This design comes from an exercise in tuning for small area, a short achievable clock period and few clock cycles per item on the open sky130 flow, not from production work.
RTL that was checked went through simulation tests only; none was proved equivalent to the original.
Power and IR drop assume default switching activity.

Setup of the reference run:
## hacodec
module hacodec (
    input  wire       clk,
    input  wire       rst,
    input  wire       in_valid,
    output wire       in_ready,
    input  wire [7:0] in_data,
    input  wire       in_last,
    output wire       out_valid,
    input  wire       out_ready,
    output wire [7:0] out_data,
    output wire       out_last
);
For scale: roughly 230 flip-flops, roughly 24 I/O pins, roughly 15000 um^2 of cells after synthesis.
export LEC_CHECK = 0
export ABC_CLOCK_PERIOD_IN_PS = 4000
export CAP_MARGIN = 20
export CORE_MARGIN = 2
export CORE_UTILIZATION = 40
export CTS_BUF_LIST = sky130_fd_sc_hd__clkbuf_4 sky130_fd_sc_hd__clkbuf_8
export SETUP_SLACK_MARGIN = 5
export SLEW_MARGIN = 20
create_clock -name core_clock -period 10.0 [get_ports {clk}]
standard.sh (not shown) runs the stock make flow with config.mk's settings and CLKGATE_MAP_FILE= SYNTH_SCRIPT=/design/flow/synth_recipe.tcl, a recipe that flattens the netlist after the stock synthesis.
==> flow/flow/run.sh <==
#!/bin/bash
set -euo pipefail
bash standard.sh SETUP_SLACK_MARGIN=7 MATCH_CELL_FOOTPRINT=0 \
  "BUFFER_PORTS_ARGS=-buffer_cell sky130_fd_sc_hd__buf_4" finish > flow_standard.log 2>&1
[inputs] the trial run vs the reference run
# the reference run
export LEC_CHECK = 0
export ABC_CLOCK_PERIOD_IN_PS = 4000
export CAP_MARGIN = 20
export CORE_MARGIN = 2
export CORE_UTILIZATION = 40
export CTS_BUF_LIST = sky130_fd_sc_hd__clkbuf_4 sky130_fd_sc_hd__clkbuf_8
export SETUP_SLACK_MARGIN = 5
export SLEW_MARGIN = 20
create_clock -name core_clock -period 10.0 [get_ports {clk}]
# the trial run
export LEC_CHECK = 0
export ABC_CLOCK_PERIOD_IN_PS = 4000
export CAP_MARGIN = 20
export CORE_MARGIN = 2
export CORE_UTILIZATION = 40
export SETUP_SLACK_MARGIN = 5
export SLEW_MARGIN = 20
create_clock -name core_clock -period 10.0 [get_ports {clk}]
## What came out
- Worst path setup slack after routing (lower): the reference run
- Compared with the reference run, in the trial run total of clock buffers placed in the layout decreased about 37%, global-route usage shows no meaningful change.
Function was not checked in any run of this note: the RTL went through the layout flow alone.


Another version of the RTL of hacodec (not shown whole).
For scale: roughly 1400 cells after synthesis, ~24 I/O pins, about 0.013 mm² of cells after synthesis.
clock: 10.0 ns
lec_check: 0
abc_clock_period_in_ps: 4000
cap_margin: 20
core_margin: 2
core_utilization: 40
cts_cluster_diameter: 100
cts_cluster_size: 20
setup_slack_margin: 5
slew_margin: 20
==> flow/flow/run.sh <==
#!/bin/bash
set -euo pipefail
bash standard.sh SYNTH_SCRIPT="$PWD/flow/synth_abc.tcl" ADDER_MAP_FILE= SETUP_SLACK_MARGIN=6.5 MATCH_CELL_FOOTPRINT=0 \
  "BUFFER_PORTS_ARGS=-buffer_cell sky130_fd_sc_hd__buf_4" finish > flow_standard.log 2>&1
==> flow/flow/synth_abc.tcl <==
# synth_recipe.tcl (the standard synthesis) with one change: the technology mapping of the
# combinational logic uses ABC's default script for a liberty mapping (abc -liberty ... -D)
# instead of ORFS's abc_speed.script. Flip-flops are mapped before ABC and are not touched.
proc synth {args} { yosys synth -nofsm -noshare {*}$args }
proc abc {args} {
  set i [lsearch -exact $args -script]
  if {$i >= 0 && [string match *abc_speed.script [lindex $args [expr {$i + 1}]]]} {
    set args [lreplace $args $i [expr {$i + 1}]]
  }
  yosys abc {*}$args
}
source $::env(SCRIPTS_DIR)/synth.tcl
# left out here: clear keep_hierarchy, flatten, clean up, hide names made inside functions, write 1_2_yosys.v
The first run ran to the end with no violations.
Testbench counts at the start, summed over its fixed seeds: cycles 248,529, requests 32,000.
Edit:
==> flow/flow/run.sh (replaced) <==
#!/bin/bash
set -euo pipefail
bash standard.sh SYNTH_SCRIPT="$PWD/flow/synth_abc.tcl" SETUP_SLACK_MARGIN=6 MATCH_CELL_FOOTPRINT=0 \
  "BUFFER_PORTS_ARGS=-buffer_cell sky130_fd_sc_hd__buf_4" finish > flow_standard.log 2>&1
==> flow/flow/abc_area_nf.script (new file) <==
strash
ifraig
scorr
dc2
strash
&get -n
&dch -f
&nf
&put
==> flow/flow/synth_abc.tcl (replaced) <==
# synth_recipe.tcl (the standard synthesis) with one change: the technology mapping of the
# combinational logic uses flow/abc_area_nf.script (an area-oriented ABC script)
# instead of ORFS's abc_speed.script. Flip-flops are mapped before ABC and are not touched.
set ::abc_area_script [file join [file dirname [file normalize [info script]]] abc_area_nf.script]
proc synth {args} { yosys synth -nofsm -noshare {*}$args }
proc abc {args} {
  set i [lsearch -exact $args -script]
  if {$i >= 0 && [string match *abc_speed.script [lindex $args [expr {$i + 1}]]]} {
    set args [lreplace $args $i [expr {$i + 1}] -script $::abc_area_script]
  }
  yosys abc {*}$args
}
source $::env(SCRIPTS_DIR)/synth.tcl
# left out here: clear keep_hierarchy, flatten, clean up, hide names made inside functions, write 1_2_yosys.v
=>
- maximum frequency came out lower by 8.8%
- design area goes up by 1.1%
- routed wire length barely changes
- utilization goes down by 1.7 points
- power is higher by 0.66%
Edit:
==> flow/flow/run.sh (replaced) <==
#!/bin/bash
set -euo pipefail
bash standard.sh SYNTH_SCRIPT="$PWD/flow/synth_abc.tcl" ADDER_MAP_FILE= SETUP_SLACK_MARGIN=6 MATCH_CELL_FOOTPRINT=0 \
  "BUFFER_PORTS_ARGS=-buffer_cell sky130_fd_sc_hd__buf_4" finish > flow_standard.log 2>&1
==> flow/flow/synth_abc.tcl (replaced) <==
# synth_recipe.tcl (the standard synthesis) with one change: the technology mapping of the
# combinational logic uses ABC's default script for a liberty mapping (abc -liberty ... -D)
# instead of ORFS's abc_speed.script. Flip-flops are mapped before ABC and are not touched.
proc synth {args} { yosys synth -nofsm -noshare {*}$args }
proc abc {args} {
  set i [lsearch -exact $args -script]
  if {$i >= 0 && [string match *abc_speed.script [lindex $args [expr {$i + 1}]]]} {
    set args [lreplace $args $i [expr {$i + 1}]]
  }
  yosys abc {*}$args
}
source $::env(SCRIPTS_DIR)/synth.tcl
# left out here: clear keep_hierarchy, flatten, clean up, hide names made inside functions, write 1_2_yosys.v
removed: flow/flow/abc_area_nf.script
Outcome: Sequential cell count is unchanged; cell count decreases by 3.0%; first-iteration DRC count decreases by 17%; routed wire length decreases by about 3.3%; global-route usage increases by 0.67 points; total power decreases by about 1.2%; design area decreases by 5.0%; register-to-register slack improves by 0.05 ns; count of clock-buffer cells in the layout increases by 2; area after synthesis decreases by about 3%.
Edit:
==> flow/flow/run.sh (replaced) <==
#!/bin/bash
set -euo pipefail
bash standard.sh SYNTH_SCRIPT="$PWD/flow/synth_abc.tcl" SETUP_SLACK_MARGIN=6 MATCH_CELL_FOOTPRINT=0 \
  "BUFFER_PORTS_ARGS=-buffer_cell sky130_fd_sc_hd__buf_4" finish > flow_standard.log 2>&1
First-iteration DRC count came out higher by 33%.
Global-route usage goes down by 0.44 points.
Utilization falls by 0.39 points.
Power goes up by 2.9%.

==> port drivers added, routing unchanged <==
Ports are ideal in the flow. The routed layouts listed here were re-timed in OpenROAD.
Step 1 assumes that a clkbuf_16 drives the clock port and a buf_2 every other input.
Step 2 also shifts input and output timing later by t, the mid clock arrival at the registers, as if the neighbouring blocks saw the same clock.
Slacks: no drivers / after step 1 / after step 2; pairs: no drivers / after step 1.
run	t (ns)	setup slack, ns	worst setup path after step 2	cell pins on the clock port's net
the reference run	0.637	6.371 / 6.343 / 5.707	input to register	1
the trial run	0.612	6.390 / 6.350 / 5.738	input to register	1
the first run of note 2	0.548	6.434 / 6.371 / 5.823	input to register	1
the second run of note 2	0.559	6.088 / 6.088 / 5.566	input to register	1
the third run of note 2	0.552	6.142 / 6.142 / 5.648	input to register	1
the fourth run of note 2	0.558	6.073 / 6.080 / 5.542	input to register	1
After both steps setup and hold are still met in every run listed. The setup slack of the reference run, which loses most, moves by -0.028 ns with the drivers and by -0.664 ns with both steps.
